Source: an optimization exercise on an open RTL-to-GDS flow (aim: small area and a short achievable clock period). Production flows keep margins and buffers that such runs may drop.
The RTL was checked by simulation tests, not by an equivalence proof against the original design.
Power and IR drop assume default switching activity.

==> design/flow/design.v <==
module sqan_rxsync (
    input  wire         clk,
    input  wire         rst,                  
    input  wire [1:0]   in_cmd,
    input  wire [15:0]  in_i,
    input  wire [15:0]  in_q,
    input  wire [6:0]   cfg_percent,          
    input  wire [1:0]   cfg_hdr_w,            
    input  wire [11:0]  cfg_header,           
    input  wire         cfg_byte_timing,      
    input  wire [7:0]   cfg_timing_interval,  
    input  wire [4:0]   cfg_slot_bits,        
    input  wire [7:0]   cfg_sync0,            
    input  wire [7:0]   cfg_sync1,            
    input  wire         cfg_screen,           
    input  wire         cfg_esc_en,           
    input  wire [7:0]   cfg_esc_marker,       
    input  wire [7:0]   cfg_esc_xor,          
    input  wire [2:0]   cfg_esc_extra,        
    output reg          flush_valid,
    output reg          flush_emit,
    output reg  [4:0]   flush_n,
    output reg          flush_sync,
    output reg          flush_overflow,
    output reg  [127:0] flush_bytes,          
    output wire         st_searching,
    output wire         st_inverted,
    output wire         st_ignore,
    output wire [4:0]   st_count
);
    reg        [3:0]  pd_one;           
    reg        [3:0]  pd_two;           
    reg        [3:0]  pd_sg;            
    reg        [11:0] xr;               
    reg               searching;
    reg        [11:0] window;           
    reg               inverted;
    reg        [4:0]  bit_cnt;
    reg        [6:0]  temp;             
    reg               ignore_hdr;
    reg        [7:0]  slots_left;
    reg        [7:0]  dataout [0:15];
    reg        [4:0]  idx;
    reg               sync_found;
    reg               match_idx;
    reg               overflow;
    assign st_searching = searching;
    assign st_inverted  = inverted;
    assign st_ignore    = ignore_hdr;
    assign st_count     = idx;
    wire is_sample   = (in_cmd == 2'd1);
    wire is_scan_end = (in_cmd == 2'd2);
    wire inv_eff = !searching && inverted;    
    wire rx, rx_n;
    wire [51:0] pp;
    genvar bi, bb;
    generate
        for (bi = 0; bi < 4; bi = bi + 1) begin : g_row
            for (bb = 0; bb < 13; bb = bb + 1) begin : g_bit
                wire lo = xr[(bb < 12) ? bb : 11];
                wire hi = (bb >= 1) ? xr[bb - 1] : 1'b0;
                assign pp[13*bi + bb] = ((pd_one[bi] & lo) | (pd_two[bi] & hi)) ^ pd_sg[bi];
            end
        end
    endgenerate
    sqan_thr u_thr (.x(in_i[11:0]), .xr(xr), .pp(pp), .sg(pd_sg),
                    .inv(inv_eff), .rx(rx), .rx_n(rx_n));
    reg [11:0] hdr_mask;
    always @(*) begin
        case (cfg_hdr_w)
            2'd0:    hdr_mask = 12'h0FF;
            2'd1:    hdr_mask = 12'h1FF;
            2'd2:    hdr_mask = 12'h7FF;
            default: hdr_mask = 12'hFFF;
        endcase
    end
    wire [11:1] hdr_diff = (window[10:0] ^ cfg_header[11:1]) & hdr_mask[11:1];
    wire        hi_norm  = (hdr_diff == 11'd0);
    wire        hi_inv   = (hdr_diff == hdr_mask[11:1]);
    wire       byte_done = ignore_hdr ? (bit_cnt + 5'd1 == cfg_slot_bits) : (bit_cnt == 5'd7);
    wire       lt32 = (temp[6:4] == 3'd0);
    wire       esc0 = cfg_esc_en && (lt32 || (cfg_esc_extra[0] && temp == 7'h20));
    wire       esc1 = cfg_esc_en && (lt32 || (cfg_esc_extra[1] && temp == 7'h3F)
                                         || (cfg_esc_extra[2] && temp == 7'h7F));
    wire [7:0] sync_expect = match_idx ? cfg_sync1 : cfg_sync0;
    wire       hit_hi      = (temp == sync_expect[7:1]);
    wire       room0     = !idx[4];
    wire       room1     = (idx < 5'd15);
    wire [7:0] slots_dec = slots_left - 8'd1;
    wire       slots_end = (slots_dec == 8'd0);
    wire       tint_nz   = (cfg_timing_interval != 8'd0);
    wire [4:0] cnt_inc   = bit_cnt + 5'd1;
    reg        nv_s   [0:1];            
    reg        nv_inv [0:1];            
    reg        nv_clr [0:1];            
    reg [4:0]  nv_idx [0:1];            
    reg        nv_ov  [0:1];            
    reg        nv_fnd [0:1];            
    reg        nv_mx  [0:1];            
    reg        nv_ign [0:1];            
    reg        nv_sld [0:1];            
    reg [7:0]  nv_bus0 [0:1];           
    reg [7:0]  nv_bus1 [0:1];           
    integer    b;
    reg        mn, mi, esc, hit, found_nx, enter;
    reg [7:0]  byte_v, out0, out1;
    always @(*) begin
        for (b = 0; b < 2; b = b + 1) begin
            mn       = hi_norm && (cfg_header[0] == b[0]);
            mi       = hi_inv  && (cfg_header[0] != b[0]);
            esc      = b[0] ? esc1 : esc0;
            hit      = hit_hi && (sync_expect[0] == b[0]);
            found_nx = sync_found || (hit && match_idx);
            enter    = cfg_byte_timing && found_nx && tint_nz;
            byte_v   = {temp, b[0]};
            out0     = esc ? cfg_esc_marker : byte_v;
            out1     = byte_v ^ cfg_esc_xor;
            nv_bus0[b] = idx[0] ? out1 : out0;
            nv_bus1[b] = idx[0] ? out0 : out1;
            nv_s[b] = searching; nv_inv[b] = inverted; nv_clr[b] = 1'b0;
            nv_idx[b] = idx; nv_ov[b] = overflow; nv_fnd[b] = sync_found;
            nv_mx[b] = match_idx; nv_ign[b] = ignore_hdr; nv_sld[b] = 1'b0;
            if (is_sample) begin
                if (searching) begin
                    if (mn || mi) begin
                        nv_s[b] = 1'b0; nv_inv[b] = mi; nv_clr[b] = 1'b1;
                    end
                end else if (byte_done) begin
                    nv_clr[b] = 1'b1;
                    nv_idx[b] = !room0 ? idx : (esc && room1) ? idx + 5'd2 : idx + 5'd1;
                    if (!room0 || (esc && !room1)) nv_ov[b] = 1'b1;
                    nv_fnd[b] = found_nx;
                    nv_mx[b]  = hit && !match_idx;
                    if (ignore_hdr) begin
                        nv_sld[b] = 1'b1;
                        if (slots_end) begin
                            nv_ign[b] = 1'b0; nv_s[b] = 1'b1;
                        end
                    end else if (enter) begin
                        nv_ign[b] = 1'b1; nv_sld[b] = 1'b1;
                    end else begin
                        nv_s[b] = 1'b1;
                    end
                end
            end else if (is_scan_end) begin
                nv_idx[b] = 5'd0; nv_fnd[b] = 1'b0; nv_mx[b] = 1'b0; nv_ov[b] = 1'b0;
            end
        end
    end
    wire [12:0] sel_a;
    wire [15:0] sel_b;
    sqan_sel #(.W(13)) u_sel_a (
        .s(rx),
        .a({nv_s[0], nv_inv[0], nv_clr[0], nv_ov[0], nv_fnd[0], nv_bus0[0]}),
        .b({nv_s[1], nv_inv[1], nv_clr[1], nv_ov[1], nv_fnd[1], nv_bus0[1]}),
        .y(sel_a));
    sqan_sel #(.W(16)) u_sel_b (
        .s(rx_n),
        .a({nv_idx[1], nv_mx[1], nv_ign[1], nv_sld[1], nv_bus1[1]}),
        .b({nv_idx[0], nv_mx[0], nv_ign[0], nv_sld[0], nv_bus1[0]}),
        .y(sel_b));
    wire       s_nx     = sel_a[12];
    wire       inv_nx   = sel_a[11];
    wire       clr_cnt  = sel_a[10];
    wire       ov_nx    = sel_a[9];
    wire       fnd_nx   = sel_a[8];
    wire [7:0] bus_even = sel_a[7:0];
    wire [4:0] idx_nx   = sel_b[15:11];
    wire       mx_nx    = sel_b[10];
    wire       ign_nx   = sel_b[9];
    wire       ld_slots = sel_b[8];
    wire [7:0] bus_odd  = sel_b[7:0];
    wire [4:0] cnt_keep = (is_sample && !searching) ? cnt_inc : bit_cnt;
    wire [7:0] sl_load  = ignore_hdr ? slots_dec : cfg_timing_interval;
    wire assemble = is_sample && !searching;
    wire complete = assemble && byte_done;
    wire [8:0] pb = {2'b00, cfg_percent, 1'b0};
    integer d;
    always @(posedge clk)
        for (d = 0; d < 4; d = d + 1) begin
            pd_one[d] <= pb[2*d+1] ^ pb[2*d];
            pd_two[d] <= (pb[2*d+2] & ~pb[2*d+1] & ~pb[2*d]) | (~pb[2*d+2] & pb[2*d+1] & pb[2*d]);
            pd_sg[d]  <= ~pb[2*d+2] & (pb[2*d+1] | pb[2*d]);
        end
    always @(posedge clk) begin
        if (rst) begin
            xr            <= 12'd0;
            searching     <= 1'b1;
            window        <= 12'd0;
            inverted      <= 1'b0;
            bit_cnt       <= 5'd0;
            ignore_hdr    <= 1'b0;
            slots_left    <= 8'd0;
            idx           <= 5'd0;
            sync_found    <= 1'b0;
            match_idx     <= 1'b0;
            overflow      <= 1'b0;
        end else begin
            if (is_sample) begin
                xr <= in_i[11:0];
                if (searching)
                    window <= {window[10:0], rx};    
            end
            searching  <= s_nx;
            inverted   <= inv_nx;
            bit_cnt    <= clr_cnt ? 5'd0 : cnt_keep;
            if (ld_slots)
                slots_left <= sl_load;
            idx        <= idx_nx;
            overflow   <= ov_nx;
            sync_found <= fnd_nx;
            match_idx  <= mx_nx;
            ignore_hdr <= ign_nx;
        end
    end
    always @(posedge clk)
        if (assemble)
            temp <= {temp[5:0], rx};
    genvar k;
    generate
        for (k = 0; k < 16; k = k + 1) begin : g_cell
            wire wr = (idx == k) || (idx + 5'd1 == k);
            always @(posedge clk)
                if (complete && wr)
                    dataout[k] <= (k % 2 == 0) ? bus_even : bus_odd;
        end
    endgenerate
    integer j;
    always @(posedge clk) begin
        flush_valid <= !rst && is_scan_end;
        if (is_scan_end) begin
            flush_emit     <= (idx != 5'd0) && (!cfg_screen || sync_found);
            flush_n        <= idx;
            flush_sync     <= sync_found;
            flush_overflow <= overflow;
            for (j = 0; j < 16; j = j + 1)
                flush_bytes[8*j +: 8] <= dataout[j];
        end
    end
endmodule
module sqan_sel #(parameter W = 1) (
    input  wire         s,
    input  wire [W-1:0] a,
    input  wire [W-1:0] b,
    output wire [W-1:0] y
);
    assign y = s ? b : a;
endmodule
module sqan_thr (
    input  wire [11:0] x,
    input  wire [11:0] xr,
    input  wire [51:0] pp,     
    input  wire [3:0]  sg,     
    input  wire        inv,    
    output wire        rx,
    output wire        rx_n    
);
    wire [19:0] u_add_s;
    wire t173 = u_add_s[0];
    wire t259 = u_add_s[1];
    wire t260 = u_add_s[2];
    wire t261 = u_add_s[3];
    wire t262 = u_add_s[4];
    wire t263 = u_add_s[5];
    wire t264 = u_add_s[6];
    wire t265 = u_add_s[7];
    wire t266 = u_add_s[8];
    wire t267 = u_add_s[9];
    wire t268 = u_add_s[10];
    wire t269 = u_add_s[11];
    wire t270 = u_add_s[12];
    wire t271 = u_add_s[13];
    wire t272 = u_add_s[14];
    wire t273 = u_add_s[15];
    wire t274 = u_add_s[16];
    wire t275 = u_add_s[17];
    wire t276 = u_add_s[18];
    wire t277 = u_add_s[19];
    wire t394;
    wire t0 = pp[0];
    wire t1 = pp[1];
    wire t2 = pp[2];
    wire t3 = pp[3];
    wire t4 = pp[4];
    wire t5 = pp[5];
    wire t6 = pp[6];
    wire t7 = pp[7];
    wire t8 = pp[8];
    wire t9 = pp[9];
    wire t10 = pp[10];
    wire t11 = pp[11];
    wire t12 = pp[12];
    wire t13 = ~t12;
    wire t14 = pp[13];
    wire t15 = pp[14];
    wire t16 = pp[15];
    wire t17 = pp[16];
    wire t18 = pp[17];
    wire t19 = pp[18];
    wire t20 = pp[19];
    wire t21 = pp[20];
    wire t22 = pp[21];
    wire t23 = pp[22];
    wire t24 = pp[23];
    wire t25 = pp[24];
    wire t26 = pp[25];
    wire t27 = ~t26;
    wire t28 = pp[26];
    wire t29 = pp[27];
    wire t30 = pp[28];
    wire t31 = pp[29];
    wire t32 = pp[30];
    wire t33 = pp[31];
    wire t34 = pp[32];
    wire t35 = pp[33];
    wire t36 = pp[34];
    wire t37 = pp[35];
    wire t38 = pp[36];
    wire t39 = pp[37];
    wire t40 = pp[38];
    wire t41 = ~t40;
    wire t42 = pp[39];
    wire t43 = pp[40];
    wire t44 = pp[41];
    wire t45 = pp[42];
    wire t46 = pp[43];
    wire t47 = pp[44];
    wire t48 = pp[45];
    wire t49 = pp[46];
    wire t50 = pp[47];
    wire t51 = pp[48];
    wire t52 = pp[49];
    wire t53 = pp[50];
    wire t54 = pp[51];
    wire t55 = ~t54;
    wire t56 = ~xr[11];
    wire t57 = sg[3] ^ t6;
    wire t58 = sg[3] & t6;
    wire t59 = t7 ^ t19;
    wire t60 = t7 & t19;
    wire t61 = t8 ^ t20;
    wire t62 = t8 & t20;
    wire t63 = t9 ^ t21;
    wire t64 = t9 & t21;
    wire t65 = t10 ^ t22;
    wire t66 = t10 & t22;
    wire t67 = t11 ^ t23;
    wire t68 = t11 & t23;
    wire t69 = 1'b1 ^ t24 ^ t36;
    wire t70 = (1'b1 & t24) | (1'b1 & t36) | (t24 & t36);
    wire t71 = sg[1] ^ t56;
    wire t72 = sg[1] & t56;
    wire t73 = sg[2] ^ t4;
    wire t74 = sg[2] & t4;
    wire t75 = t5 ^ t17;
    wire t76 = t5 & t17;
    wire t77 = t18 ^ t30 ^ t42;
    wire t78 = (t18 & t30) | (t18 & t42) | (t30 & t42);
    wire t79 = t31 ^ t43 ^ t58;
    wire t80 = (t31 & t43) | (t31 & t58) | (t43 & t58);
    wire t81 = t32 ^ t44 ^ t60;
    wire t82 = (t32 & t44) | (t32 & t60) | (t44 & t60);
    wire t83 = t33 ^ t45 ^ t62;
    wire t84 = (t33 & t45) | (t33 & t62) | (t45 & t62);
    wire t85 = t34 ^ t46 ^ t64;
    wire t86 = (t34 & t46) | (t34 & t64) | (t46 & t64);
    wire t87 = t35 ^ t47 ^ t66;
    wire t88 = (t35 & t47) | (t35 & t66) | (t47 & t66);
    wire t89 = t48 ^ t13 ^ t68;
    wire t90 = (t48 & t13) | (t48 & t68) | (t13 & t68);
    wire t91 = t25 ^ t37 ^ t49;
    wire t92 = (t25 & t37) | (t25 & t49) | (t37 & t49);
    wire t93 = t38 ^ t50;
    wire t94 = t38 & t50;
    wire t95 = 1'b1 ^ t39;
    wire t96 = 1'b1 & t39;
    wire t97 = 1'b1 ^ t52;
    wire t98 = 1'b1 & t52;
    wire t99 = t2 ^ t14;
    wire t100 = t2 & t14;
    wire t101 = t72 ^ t3 ^ t15;
    wire t102 = (t72 & t3) | (t72 & t15) | (t3 & t15);
    wire t103 = t16 ^ t28 ^ t73;
    wire t104 = (t16 & t28) | (t16 & t73) | (t28 & t73);
    wire t105 = t29 ^ t74 ^ t75;
    wire t106 = (t29 & t74) | (t29 & t75) | (t74 & t75);
    wire t107 = t76 ^ t77 ^ t57;
    wire t108 = (t76 & t77) | (t76 & t57) | (t77 & t57);
    wire t109 = t78 ^ t59 ^ t79;
    wire t110 = (t78 & t59) | (t78 & t79) | (t59 & t79);
    wire t111 = t61 ^ t80 ^ t81;
    wire t112 = (t61 & t80) | (t61 & t81) | (t80 & t81);
    wire t113 = t63 ^ t82 ^ t83;
    wire t114 = (t63 & t82) | (t63 & t83) | (t82 & t83);
    wire t115 = t65 ^ t84 ^ t85;
    wire t116 = (t65 & t84) | (t65 & t85) | (t84 & t85);
    wire t117 = t67 ^ t86 ^ t87;
    wire t118 = (t67 & t86) | (t67 & t87) | (t86 & t87);
    wire t119 = t69 ^ t88 ^ t89;
    wire t120 = (t69 & t88) | (t69 & t89) | (t88 & t89);
    wire t121 = t70 ^ t91 ^ t90;
    wire t122 = (t70 & t91) | (t70 & t90) | (t91 & t90);
    wire t123 = t27 ^ t92 ^ t93;
    wire t124 = (t27 & t92) | (t27 & t93) | (t92 & t93);
    wire t125 = t51 ^ t94 ^ t95;
    wire t126 = (t51 & t94) | (t51 & t95) | (t94 & t95);
    wire t127 = t41 ^ t96 ^ t97;
    wire t128 = (t41 & t96) | (t41 & t97) | (t96 & t97);
    wire t129 = 1'b1 ^ t53 ^ t98;
    wire t130 = (1'b1 & t53) | (1'b1 & t98) | (t53 & t98);
    wire t131 = 1'b1 ^ t55;
    wire t132 = 1'b1 & t55;
    wire t278 = ~x[11];
    wire t279 = x[0] ^ x[3];
    wire t280 = x[0] & x[3];
    wire t281 = (x[0] & x[1]) | (x[0] & x[4]) | (x[1] & x[4]);
    wire t282 = x[0] ^ x[1] ^ x[4];
    wire t283 = (x[1] & x[2]) | (x[1] & x[5]) | (x[2] & x[5]);
    wire t284 = x[1] ^ x[2] ^ x[5];
    wire t285 = (x[2] & x[3]) | (x[2] & x[6]) | (x[3] & x[6]);
    wire t286 = x[2] ^ x[3] ^ x[6];
    wire t287 = (x[3] & x[4]) | (x[3] & x[7]) | (x[4] & x[7]);
    wire t288 = x[3] ^ x[4] ^ x[7];
    wire t289 = (x[4] & x[5]) | (x[4] & x[8]) | (x[5] & x[8]);
    wire t290 = x[4] ^ x[5] ^ x[8];
    wire t291 = (x[5] & x[6]) | (x[5] & x[9]) | (x[6] & x[9]);
    wire t292 = x[5] ^ x[6] ^ x[9];
    wire t293 = (x[6] & x[7]) | (x[6] & x[10]) | (x[7] & x[10]);
    wire t294 = x[6] ^ x[7] ^ x[10];
    wire t295 = (x[7] & x[8]) | (x[7] & t278) | (x[8] & t278);
    wire t296 = x[7] ^ x[8] ^ t278;
    wire t297 = x[8] ^ x[9];
    wire t298 = x[8] & x[9];
    wire t299 = x[9] ^ x[10];
    wire t300 = x[9] & x[10];
    wire t301 = x[10] ^ t278;
    wire t302 = x[10] & t278;
    wire t303 = (t264 & t280) | (t264 & t282) | (t280 & t282);
    wire t304 = t264 ^ t280 ^ t282;
    wire t305 = (t265 & t281) | (t265 & t284) | (t281 & t284);
    wire t306 = t265 ^ t281 ^ t284;
    wire t307 = (t266 & t283) | (t266 & t286) | (t283 & t286);
    wire t308 = t266 ^ t283 ^ t286;
    wire t309 = (t267 & t285) | (t267 & t288) | (t285 & t288);
    wire t310 = t267 ^ t285 ^ t288;
    wire t311 = (t268 & t287) | (t268 & t290) | (t287 & t290);
    wire t312 = t268 ^ t287 ^ t290;
    wire t313 = (t269 & t289) | (t269 & t292) | (t289 & t292);
    wire t314 = t269 ^ t289 ^ t292;
    wire t315 = (t270 & t291) | (t270 & t294) | (t291 & t294);
    wire t316 = t270 ^ t291 ^ t294;
    wire t317 = (t271 & t293) | (t271 & t296) | (t293 & t296);
    wire t318 = t271 ^ t293 ^ t296;
    wire t319 = (t272 & t295) | (t272 & t297) | (t295 & t297);
    wire t320 = t272 ^ t295 ^ t297;
    wire t321 = (t273 & t298) | (t273 & t299) | (t298 & t299);
    wire t322 = t273 ^ t298 ^ t299;
    wire t323 = (t274 & t300) | (t274 & t301) | (t300 & t301);
    wire t324 = t274 ^ t300 ^ t301;
    wire t325 = (t275 & t278) | (t275 & t302) | (t278 & t302);
    wire t326 = t275 ^ t278 ^ t302;
    wire t327 = t277 ^ inv;
    wire [19:0] u_add_a = {t132, t130, t128, t126, t124, t122, t120, t118, t116, t114, t112, t110, t108, t106, t104, t102, t100, t99, t56, sg[0]};
    wire [19:0] u_add_b = {1'b0, t131, t129, t127, t125, t123, t121, t119, t117, t115, t113, t111, t109, t107, t105, t103, t101, t71, t1, t0};
    sqan_thr_add u_add (.a(u_add_a), .b(u_add_b), .s(u_add_s));
    wire [17:0] u_sign_a = {t327, t276, t326, t324, t322, t320, t318, t316, t314, t312, t310, t308, t306, t304, t263, t262, t261, t260};
    wire [17:0] u_sign_b = {1'b0, t325, t323, t321, t319, t317, t315, t313, t311, t309, t307, t305, t303, 1'b0, t279, x[2], x[1], x[0]};
    sqan_thr_sign u_sign (.a(u_sign_a), .b(u_sign_b), .ge(t394), .lt(rx_n));
    assign rx = t394;
endmodule
module sqan_thr_add (
    input  wire [19:0] a,
    input  wire [19:0] b,
    output wire [19:0] s
);
    wire [19:0] g = a & b;
    wire [19:0] p = a ^ b;
    wire c0 = g[1] | (p[1] & g[0]);
    wire c1 = g[3] | (p[3] & g[2]);
    wire q1 = p[3] & p[2];
    wire c2 = g[5] | (p[5] & g[4]);
    wire q2 = p[5] & p[4];
    wire c3 = g[7] | (p[7] & g[6]);
    wire q3 = p[7] & p[6];
    wire c4 = g[9] | (p[9] & g[8]);
    wire q4 = p[9] & p[8];
    wire c5 = g[11] | (p[11] & g[10]);
    wire q5 = p[11] & p[10];
    wire c6 = g[13] | (p[13] & g[12]);
    wire q6 = p[13] & p[12];
    wire c7 = g[15] | (p[15] & g[14]);
    wire q7 = p[15] & p[14];
    wire c8 = g[17] | (p[17] & g[16]);
    wire q8 = p[17] & p[16];
    wire c9 = g[19] | (p[19] & g[18]);
    wire q9 = p[19] & p[18];
    wire c10 = c1 | (q1 & c0);
    wire c11 = c3 | (q3 & c2);
    wire q11 = q3 & q2;
    wire c12 = c5 | (q5 & c4);
    wire q12 = q5 & q4;
    wire c13 = c7 | (q7 & c6);
    wire q13 = q7 & q6;
    wire c14 = c9 | (q9 & c8);
    wire q14 = q9 & q8;
    wire c15 = c11 | (q11 & c10);
    wire c16 = c13 | (q13 & c12);
    wire q16 = q13 & q12;
    wire c17 = c16 | (q16 & c15);
    wire c18 = c12 | (q12 & c15);
    wire c19 = c14 | (q14 & c17);
    wire c20 = c2 | (q2 & c10);
    wire c21 = c4 | (q4 & c15);
    wire c22 = c6 | (q6 & c18);
    wire c23 = c8 | (q8 & c17);
    wire c24 = g[2] | (p[2] & c0);
    wire c25 = g[4] | (p[4] & c10);
    wire c26 = g[6] | (p[6] & c20);
    wire c27 = g[8] | (p[8] & c15);
    wire c28 = g[10] | (p[10] & c21);
    wire c29 = g[12] | (p[12] & c18);
    wire c30 = g[14] | (p[14] & c22);
    wire c31 = g[16] | (p[16] & c17);
    wire c32 = g[18] | (p[18] & c23);
    assign s[0] = p[0];
    assign s[1] = p[1] ^ g[0];
    assign s[2] = p[2] ^ c0;
    assign s[3] = p[3] ^ c24;
    assign s[4] = p[4] ^ c10;
    assign s[5] = p[5] ^ c25;
    assign s[6] = p[6] ^ c20;
    assign s[7] = p[7] ^ c26;
    assign s[8] = p[8] ^ c15;
    assign s[9] = p[9] ^ c27;
    assign s[10] = p[10] ^ c21;
    assign s[11] = p[11] ^ c28;
    assign s[12] = p[12] ^ c18;
    assign s[13] = p[13] ^ c29;
    assign s[14] = p[14] ^ c22;
    assign s[15] = p[15] ^ c30;
    assign s[16] = p[16] ^ c17;
    assign s[17] = p[17] ^ c31;
    assign s[18] = p[18] ^ c23;
    assign s[19] = p[19] ^ c32;
endmodule
module sqan_thr_sign (
    input  wire [17:0] a,
    input  wire [17:0] b,
    output wire        ge,
    output wire        lt
);
    wire [16:0] g = a[16:0] & b[16:0];
    wire [16:0] t = a[16:0] | b[16:0];
    wire g0_0 = g[1] | (t[1] & g[0]);
    wire g0_1 = g[3] | (t[3] & g[2]);
    wire t0_1 = t[3] & t[2];
    wire g0_2 = g[5] | (t[5] & g[4]);
    wire t0_2 = t[5] & t[4];
    wire g0_3 = g[7] | (t[7] & g[6]);
    wire t0_3 = t[7] & t[6];
    wire g0_4 = g[9] | (t[9] & g[8]);
    wire t0_4 = t[9] & t[8];
    wire g0_5 = g[11] | (t[11] & g[10]);
    wire t0_5 = t[11] & t[10];
    wire g0_6 = g[13] | (t[13] & g[12]);
    wire t0_6 = t[13] & t[12];
    wire g0_7 = g[15] | (t[15] & g[14]);
    wire t0_7 = t[15] & t[14];
    wire g1_0 = g0_1 | (t0_1 & g0_0);
    wire g1_1 = g0_3 | (t0_3 & g0_2);
    wire t1_1 = t0_3 & t0_2;
    wire g1_2 = g0_5 | (t0_5 & g0_4);
    wire t1_2 = t0_5 & t0_4;
    wire g1_3 = g0_7 | (t0_7 & g0_6);
    wire t1_3 = t0_7 & t0_6;
    wire g2_0 = g1_1 | (t1_1 & g1_0);
    wire g2_1 = g1_3 | (t1_3 & g1_2);
    wire t2_1 = t1_3 & t1_2;
    wire g3_0 = g2_1 | (t2_1 & g2_0);
    wire g4_0 = g[16] | (t[16] & g3_0);
    wire c = g4_0;
    assign lt = a[17] ^ b[17] ^ c;
    assign ge = ~lt;
endmodule
==> design/flow/flow/run.sh <==
#!/bin/bash
# Standard layout with three changes to how it is optimised:
#  - the port buffers are made from the smallest buffer cell (buffer_ports
#    otherwise picks sky130_fd_sc_hd__clkdlybuf4s50_1); the resizer still
#    upsizes any of them that timing or slew needs;
#  - the buffers that synthesis (ABC) put in are removed at floorplan, and the
#    resizer buffers the nets as placement needs;
#  - repair_timing aims for a larger setup slack than the constraint needs, so
#    that it shortens the critical paths (the SDC and clock are unchanged).
set -euo pipefail
export BUFFER_PORTS_ARGS="-buffer_cell sky130_fd_sc_hd__buf_1"
export REMOVE_ABC_BUFFERS=1
export SETUP_SLACK_MARGIN=15
bash standard.sh > standard_make.log 2>&1
==> design/flow/standard.sh <==
#!/bin/bash
# synth_recipe.tcl (not shown) runs the flow's synth.tcl, then flattens the netlist and writes it again
# the make line also repeats each setting of config.mk as NAME=value (left out here)
make -C /OpenROAD-flow-scripts/flow DESIGN_CONFIG=/design/flow/config.mk WORK_HOME=/design/flow/orfs CLKGATE_MAP_FILE= SYNTH_SCRIPT=/design/flow/synth_recipe.tcl "${@:-finish}"
==> design/flow/config.mk <==
export PLATFORM = sky130hd
export DESIGN_NAME = sqan_rxsync
export DESIGN_NICKNAME = sqan_rxsync
export VERILOG_FILES = /design/flow/design.v
export SDC_FILE = /design/flow/constraint.sdc
export NUM_CORES = 4
export LEC_CHECK = 0
export CAP_MARGIN = 20
export CORE_MARGIN = 2
export CORE_UTILIZATION = 40
export CTS_CLUSTER_DIAMETER = 70
export CTS_CLUSTER_SIZE = 30
export SLEW_MARGIN = 20
export SYNTH_HIERARCHICAL = 1
==> design/flow/constraint.sdc <==
create_clock -name core_clock -period 22.0 [get_ports {clk}]
set_input_delay 4.4000 -clock core_clock [delete_from_list [all_inputs] [get_ports {clk}]]
set_output_delay 4.4000 -clock core_clock [all_outputs]
set_load 0.01 [all_outputs]
==> summary.txt <==
placed cells by master (no fill, tap or decap), drive strengths merged, types with 11 or more instances in the layout:
cell / instances
a22oi: 57
nand2: 99
o21ai: 35
a31oi: 11
dfxtp: 60
xnor2: 87
nor2b: 19
buf: 251
a21oi: 66
nor2: 57
fa: 51
and2: 14
ha: 49
o22a: 12
xor2: 17
clkbuf: 26
edfxtp: 271
nor3: 20
mux2: 30
mux2i: 43
inv: 123
layer usage:
metal / track usage / vias to the layer above / share of wire
li1: - / 5007 / -
met1: 0.253 / 5013 / 0.47
met2: 0.260 / 326 / 0.44
met3: 0.0337 / 51 / 0.070
met4: 0.0508 / 6 / 0.021
met5: 0 / - / 0.0011
state kept, by name (all words and copies together) (netlist names):
signal,flops
dataout,128
flush_valid,1
pd_one,4
flush_n,5
flush_emit,1
flush_bytes,128
temp,7
xr,12
idx,5
ignore_hdr,1
bit_cnt,5
searching,1
window,11
inverted,1
pd_two,4
overflow,1
slots_left,8
sync_found,1
flush_overflow,1
match_idx,1
flush_sync,1
pd_sg,4
worst paths after layout:
check / cells after the start / from / endpoint
hold reg to reg: 0 / dataout[0][7] / flush_bytes[7]
hold / removal: 0 / dataout[0][7] / flush_bytes[7]
setup / recovery: 13 / in_i[2] / slots_left[4]
setup reg to reg: 26 / pd_sg[0] / dataout[7][7]
worst register-to-register path: cells and delay by family, from the launching register on:
family	cells	cell delay, ps
AO/OA/AOI/OAI	7	1230
buffers and inverters	7	740
adder cells (fa/ha/maj)	6	2280
flip-flops	1	840
AND/OR/NAND/NOR	3	490
XOR/XNOR	2	360
multiplexers	1	370
stage by stage:
stage / power [W] / std cells / setup WS (ps) / hold slack (ps)
floorplan: 0.00133 / 1231 / 13480 / 400
global placement: 0.00155 / 2001 / 13570 / 401
detailed placement: 0.00157 / 2001 / 13530 / 405
CTS: 0.00224 / 2052 / 15000 / 391
global route: 0.00244 / 2062 / 14860 / 394
finish: 0.00230 / 2064 / 14970 / 393
layout make-up:
class / count / area (um^2)
sequential: 331 / 9340
clock inverter: 18 / 340
fill: 3730 / 21500
timing repair buffer: 253 / 1210
antenna: 5 / 12.5
tap: 532 / 666
inverter: 116 / 440
clock buffer: 24 / 579
multi-input combinational: 785 / 6420
where the power goes:
part / switching, W / internal, W / total [W]
registers: 0.0000144 / 0.000794 / 0.000808
clock network: 0.000263 / 0.000223 / 0.000486
logic: 0.000534 / 0.000471 / 0.00100
total: 0.000811 / 0.00149 / 0.00230
what timing repair did:
action	CTS	global route
setup endpoints to repair	154	149
pin swaps	6	7
setup buffers	7	5
resized for setup	31	34
hold buffers	0	0
cloned	2	1
==> flow_metrics.tcl <==
set metrics [dict create \
    status "finished clean" \
    die-width_um 206 \
    clockBufferDepth 3 \
    cp-start-kind "input pin" \
    wl_per_cell_um 18.2 \
    cts_root_buf "clkbuf_16" \
    initial_utilization 0.403 \
    criticalPathCategory "in -> reg" \
    totalWireLength_mm 37.5 \
    crit_arrival_ps 7440 \
    fin_crit_sh 0.319 \
    slew_viol_final 0 \
    avgSynthCellArea_um2 12.6 \
    cts_tree "done" \
    dieHeight_um 206 \
    clock_skew_ps 42.1 \
    crit_chain "buf_12, fa_1, fa_1, or2_1, maj3_2, o2111ai_4, o211ai_1, buf_4, nand3_4, buf_12, mux2_4, a22oi_2, nor2_1" \
    rows 74 \
    cp_slowest_stage_delay_ps 540 \
    critPathCaptureType "flop" \
    fmax_mhz 142 \
    relSlewSlack 0.284 \
    clk_pin_slew_worst_paths_ps 100 \
    area_growth_pct 16.2 \
    worst-path-buf-inv 3 \
    syn-instance-count 1297 \
    finish.instance_area_mm2 0.0190 \
    clock_sinks 331 \
    viasPerCell 5.04 \
    track_usage 0.173 \
    drc_errors 0 \
    hold_violations 0 \
    nets 1718 \
    cts_buffers 23 \
    yosysWarnings 19 \
    ant_nets 0 \
    grt_pass1_wl_mm 56.2 \
    grt_pass1_vias 9805 \
    core-area_mm2 0.0406 \
    maxCapViolations 0 \
    powerDensity_mw_per_mm2 121 \
    htreeDepth 1 \
    gp_congestion 0.876 \
    rrSetupSlack_ps 15460 \
    setup_violations 0 \
    hold_class "reg -> reg" \
    dr_total_vias 10403 \
    pin_count 253 \
    p_leak_nw 6.82 \
    cpMaxStageDelayCell "fa_1" \
    drtIter0Drc 712 \
    ir_drop_v 0.0000852 \
    hpwl_mm 26.9 \
    die-area_mm2 0.0425 \
    drive_above_1_share 0.0956 \
    firstDrtPassIters 5 \
    clkLatencyLatePin_ps 570 \
    rsz0062_at_grt "true" \
    crit_family "adder cells" \
    fin_tns_setup_ps 0 \
    synthesis.area_mm2 0.0164 \
    antenna_found_initial 9 \
    worstPathRequired_ps 22410 \
    gr-total-overflow 0 \
    utilization 0.469 \
    fin_crit_ps 7030 \
    grt_max_degree 90 \
    worstPathMaxFanout 7 \
    detailed_place.area_mm2 0.0176 \
    worst_pin_slew_ps 1070 \
    io_buffers 232 \
]

## what the ideal ports hide
No port has a modelled driver above. Below, the same layout with a new extraction and two added sets of constraints. Step 1: set_driving_cell puts a clkbuf_16 on clk and a buf_2 on each other input, an assumption about the parent block. Step 2 also shifts input and output timing later by t, the mid clock arrival at the registers, as if the neighbouring blocks saw the same clock. Slacks: ideal / step 1 / step 2; pairs: ideal / step 1.
t (ns): 0.609
slack for setup (ns): 14.973 / 14.982 / 14.374
slew at the worst register clock pin (ns): 0.10 / 0.10
worst data-port slew with drivers (ns): 0.12
After both steps this run still meets setup and hold. The setup slack of this run moves by +0.009 ns with the drivers and by -0.599 ns with both steps.
